What follows belongs to an exercise in optimizing a design on an open flow for small area, a short achievable clock period and few clock cycles per item; a production flow would make more cautious choices.
Function was checked by simulation only, so behaviour that the tests miss may differ from the original.
No activity file was given, so power comes from the tool's default toggle rates.

==> 03-16 <==
Design crc_engine, start of the top module:
module crc_engine (
    input  wire        clk,
    input  wire        rst,
    input  wire        cmd_valid,
    output wire        cmd_ready,
    input  wire [7:0]  cmd_op,
    input  wire [31:0] cmd_acc,
    input  wire [15:0] cmd_len,
    input  wire        data_valid,
    output wire        data_ready,
    input  wire [31:0] data,
    output wire        rsp_valid,
    input  wire        rsp_ready,
    output wire [3:0]  rsp_status,
    output wire [31:0] rsp_value
);
    reg         idle;      
    reg         busy;      
    reg         dr;        
    reg         rv;        
    reg         inv;       
    reg         is16;      
    reg         fin;       
    reg         nodata;    
    reg         first;     
    reg         pend;      
    reg  [1:0]  km;        
    reg  [1:0]  xm;        
    reg  [13:0] cnt;       
    reg  [1:0]  kl;        
    reg         lastw;     
    reg  [1:0]  j;         
    reg  [1:0]  zc;        
    reg  [31:0] y;
    wire rsp_take = rv & rsp_ready;
    assign cmd_ready  = idle | rsp_take;
    assign data_ready = dr;
    assign rsp_valid  = rv;
    assign rsp_status = {4{inv}};
    assign rsp_value  = y;
    wire take_cmd = cmd_ready & cmd_valid;
    wire op_a = (cmd_op == 8'h40);
    wire op_f = (cmd_op == 8'h41);
    wire op_c = (cmd_op == 8'h42);
    wire op_h = (cmd_op == 8'h48);
    wire op_g = (cmd_op == 8'h49);
    wire len0 = (cmd_len == 16'd0);
    wire op_data = op_a | op_c | op_h | op_g;
    wire [31:0] r32, rz;
    wire [15:0] r16;
    wire [31:0] u_w_z;
    crc32c_word u_w (.x(y[31:0]), .z(u_w_z));
  ...
Settings: LEC_CHECK=0, CAP_MARGIN=20, CORE_MARGIN=2, CORE_UTILIZATION=40, CTS_BUF_LIST=sky130_fd_sc_hd__clkbuf_4 sky130_fd_sc_hd__clkbuf_8, SETUP_SLACK_MARGIN=2.3, SLEW_MARGIN=20, SYNTH_HIERARCHICAL=1, SYNTH_MEMORY_MAX_BITS=16384; clock period 5.0 ns.
standard.sh (not shown) runs the stock make flow with config.mk's settings and CLKGATE_MAP_FILE= SYNTH_SCRIPT=/design/flow/synth_recipe.tcl, a recipe that flattens the netlist after the stock synthesis.
==> flow/flow/run.sh <==
#!/bin/bash
# The standard layout, with plain buffers on the ports: buffer_ports picks a
# clock delay cell by default, which is larger and slower than buf_1.
set -euo pipefail
bash standard.sh synth > synth.log 2>&1
export BUFFER_PORTS_ARGS="-buffer_cell sky130_fd_sc_hd__buf_1"
bash standard.sh > layout.log 2>&1
==> 10-02 (differences from 03-16) <==
--- a/flow/design.v
+++ b/flow/design.v
@@ -553,19 +553,10 @@
     input  wire b,
     output wire z
 );
     assign z = a ^ b;
 endmodule
-module ybit (
-    input  wire t,
-    input  wire s,
-    input  wire q,
-    input  wire o,
-    output wire z
-);
-    assign z = ((t & s) | q) ^ o;
-endmodule
 module crc_engine (
     input  wire        clk,
     input  wire        rst,
     input  wire        cmd_valid,
     output wire        cmd_ready,
@@ -596,17 +587,16 @@
     reg  [1:0]  kl;        
     reg         lastw;     
     reg  [1:0]  j;         
     reg  [1:0]  zc;        
     reg  [31:0] y;
-    wire rsp_take = rv & rsp_ready;
-    assign cmd_ready  = idle | rsp_take;
+    assign cmd_ready  = idle;
     assign data_ready = dr;
     assign rsp_valid  = rv;
     assign rsp_status = {4{inv}};
     assign rsp_value  = y;
-    wire take_cmd = cmd_ready & cmd_valid;
+    wire take_cmd = idle & cmd_valid;
     wire op_a = (cmd_op == 8'h40);
     wire op_f = (cmd_op == 8'h41);
     wire op_c = (cmd_op == 8'h42);
     wire op_h = (cmd_op == 8'h48);
     wire op_g = (cmd_op == 8'h49);
@@ -629,12 +619,12 @@
     wire fixup     = first & nodata;                    
     wire respond   = last_red | fixup;
     wire s32 = pend & ~is16 & ~zmode;
     wire s16 = pend & is16;
     wire sz  = zmode;
-    wire sy_h = ~pend & ~idle & ~rsp_take & (~first | km[1]);
-    wire sy_l = ~pend & ~idle & ~rsp_take & (~first | km[0]);
+    wire sy_h = ~pend & ~idle & (~first | km[1]);
+    wire sy_l = ~pend & ~idle & (~first | km[0]);
     wire s1_h = first & xm[1];
     wire s1_l = first & xm[0];
     wire fc   = fin & respond;                          
     wire dv   = busy & data_valid;                      
     wire hs   = dr & data_valid;                        
@@ -649,21 +639,15 @@
                       d16 & (j == 2'd1), d16 & (j == 2'd0)};
     wire [7:0] b16 = ({8{g16[0]}} & data[7:0])   | ({8{g16[1]}} & data[15:8]) |
                      ({8{g16[2]}} & data[23:16]) | ({8{g16[3]}} & data[31:24]);
     wire [31:0] dw = {{8{g32[3]}} & data[31:24], {8{g32[2]}} & data[23:16],
                       ({8{g32[1]}} & data[15:8]) | b16, {8{g32[0]}} & data[7:0]};
-    wire [31:0] o  = ({32{cmd_ready}} & cmd_acc) | dw | {32{fc}};
+    wire [31:0] o  = ({32{idle}} & cmd_acc) | dw | {32{fc}};
     wire [31:0] q = ({32{sz}} & rz) | {16'h0000, {16{s16}} & r16} |
                     {{16{sy_h}} & y[31:16], {16{sy_l}} & y[15:0]} |
                     {{16{s1_h}}, {16{s1_l}}};
-    wire [31:0] yn;
-    genvar gi;
-    generate
-        for (gi = 0; gi < 32; gi = gi + 1) begin : g_y
-            ybit u (.t(r32[gi]), .s(s32), .q(q[gi]), .o(o[gi]), .z(yn[gi]));
-        end
-    endgenerate
+    wire [31:0] yn = (({32{s32}} & r32) | q) ^ o;
     always @(posedge clk)
         y <= yn;
     wire lastw_next = (kl == 2'd0) ? (cnt == 14'd2) : (cnt == 14'd1);
     wire [1:0] jl_next = (lastw_next & (kl != 2'd0)) ? kl - 2'd1 : 2'd3;
     wire wdone = ~is16 | (j == jl);                     
@@ -722,12 +706,12 @@
             end
             if (fixup)
                 first <= 1'b0;
             if (respond)
                 rv <= 1'b1;
-            if (rsp_take) begin
+            if (rv & rsp_ready) begin
                 rv   <= 1'b0;
-                idle <= ~cmd_valid;
+                idle <= 1'b1;
             end
         end
     end
 endmodule
==> flow/run.sh (new file) <==
#!/bin/bash
# synth_recipe.tcl (not shown) runs the flow's synth.tcl, then flattens the netlist and writes it again
# the make line also repeats each setting of config.mk as NAME=value (left out here)
make -C /OpenROAD-flow-scripts/flow DESIGN_CONFIG=/design/flow/config.mk WORK_HOME=/design/flow/orfs CLKGATE_MAP_FILE= SYNTH_SCRIPT=/design/flow/synth_recipe.tcl finish
--- a/flow/config.mk
+++ b/flow/config.mk
@@ -6,10 +6,9 @@
 export NUM_CORES = 4
 export LEC_CHECK = 0
 export CAP_MARGIN = 20
 export CORE_MARGIN = 2
 export CORE_UTILIZATION = 40
-export CTS_BUF_LIST = sky130_fd_sc_hd__clkbuf_4 sky130_fd_sc_hd__clkbuf_8
-export SETUP_SLACK_MARGIN = 2.3
+export SETUP_SLACK_MARGIN = 2.5
 export SLEW_MARGIN = 20
 export SYNTH_HIERARCHICAL = 1
 export SYNTH_MEMORY_MAX_BITS = 16384
removed: flow/flow/run.sh
removed: flow/standard.sh
==> run summary <==
- Global-route wire length before repair: 37300 um
- Status: finished clean
- Signal buffers share of area: 15.8%
- Crit-path max cell delay: 620 ps
- Worst r2r src: y[4]
- Power Density: 650 mW/mm^2
- P_int: 2.90 mW
- CP Data Required Time: 4000 ps
- Vias per cell: 5.61
- Die span in y: 136 um
- Setup bufs post-CTS: 3
- Clock group: 0.676 mW
- Clock Latency Late Sink: 340 ps
- Gate power share: 73.9%
(the above is from 10-02)
==> run summary <==
- Clock Latency Late Sink: 370 ps
- Crit-path max cell delay: 630 ps
- P_int: 2.54 mW
- Gate power share: 77.1%
- Setup bufs post-CTS: 0
- Global-route wire length before repair: 35800 um
- Worst r2r src: y[11]
- Die span in y: 137 um
- Status: finished clean
- Power Density: 738 mW/mm^2
(the above is from 03-16)
Testbench counts of 03-16, summed over its fixed seeds: cycles 106,086, bytes 379,321.
Testbench counts of 10-02, summed over its fixed seeds: cycles 107,278, bytes 379,321.

==> what the ideal ports hide <==
How much do the figures lean on ideal ports? The routed layouts below were timed once more, with nothing changed but the port constraints. Step 1 assumes that a clkbuf_16 drives the clock port and a buf_2 every other input. Step 2 moves the port delays by t, midway between the first and last clock arrival at a register: inputs arrive t later, outputs are due t later. That takes back most of the time a late clock gives input paths. Three values: ideal, step 1, step 2; two values: the first two.
| run | shift t [ns] | slack for setup (ns) | slew at the worst register clock pin (ns) | cell pins on the clock port's net |
|---|---|---|---|---|
| 03-16 | 0.407 | 2.241 / 2.241 / 2.060 | 0.08 / 0.08 | 1 |
| 10-02 | 0.380 | 2.469 / 2.425 / 2.224 | 0.06 / 0.06 | 1 |
After both steps every run listed still meets setup and hold. For 10-02, which loses most, drivers alone change the setup slack by -0.044 ns; drivers and shift together by -0.245 ns.
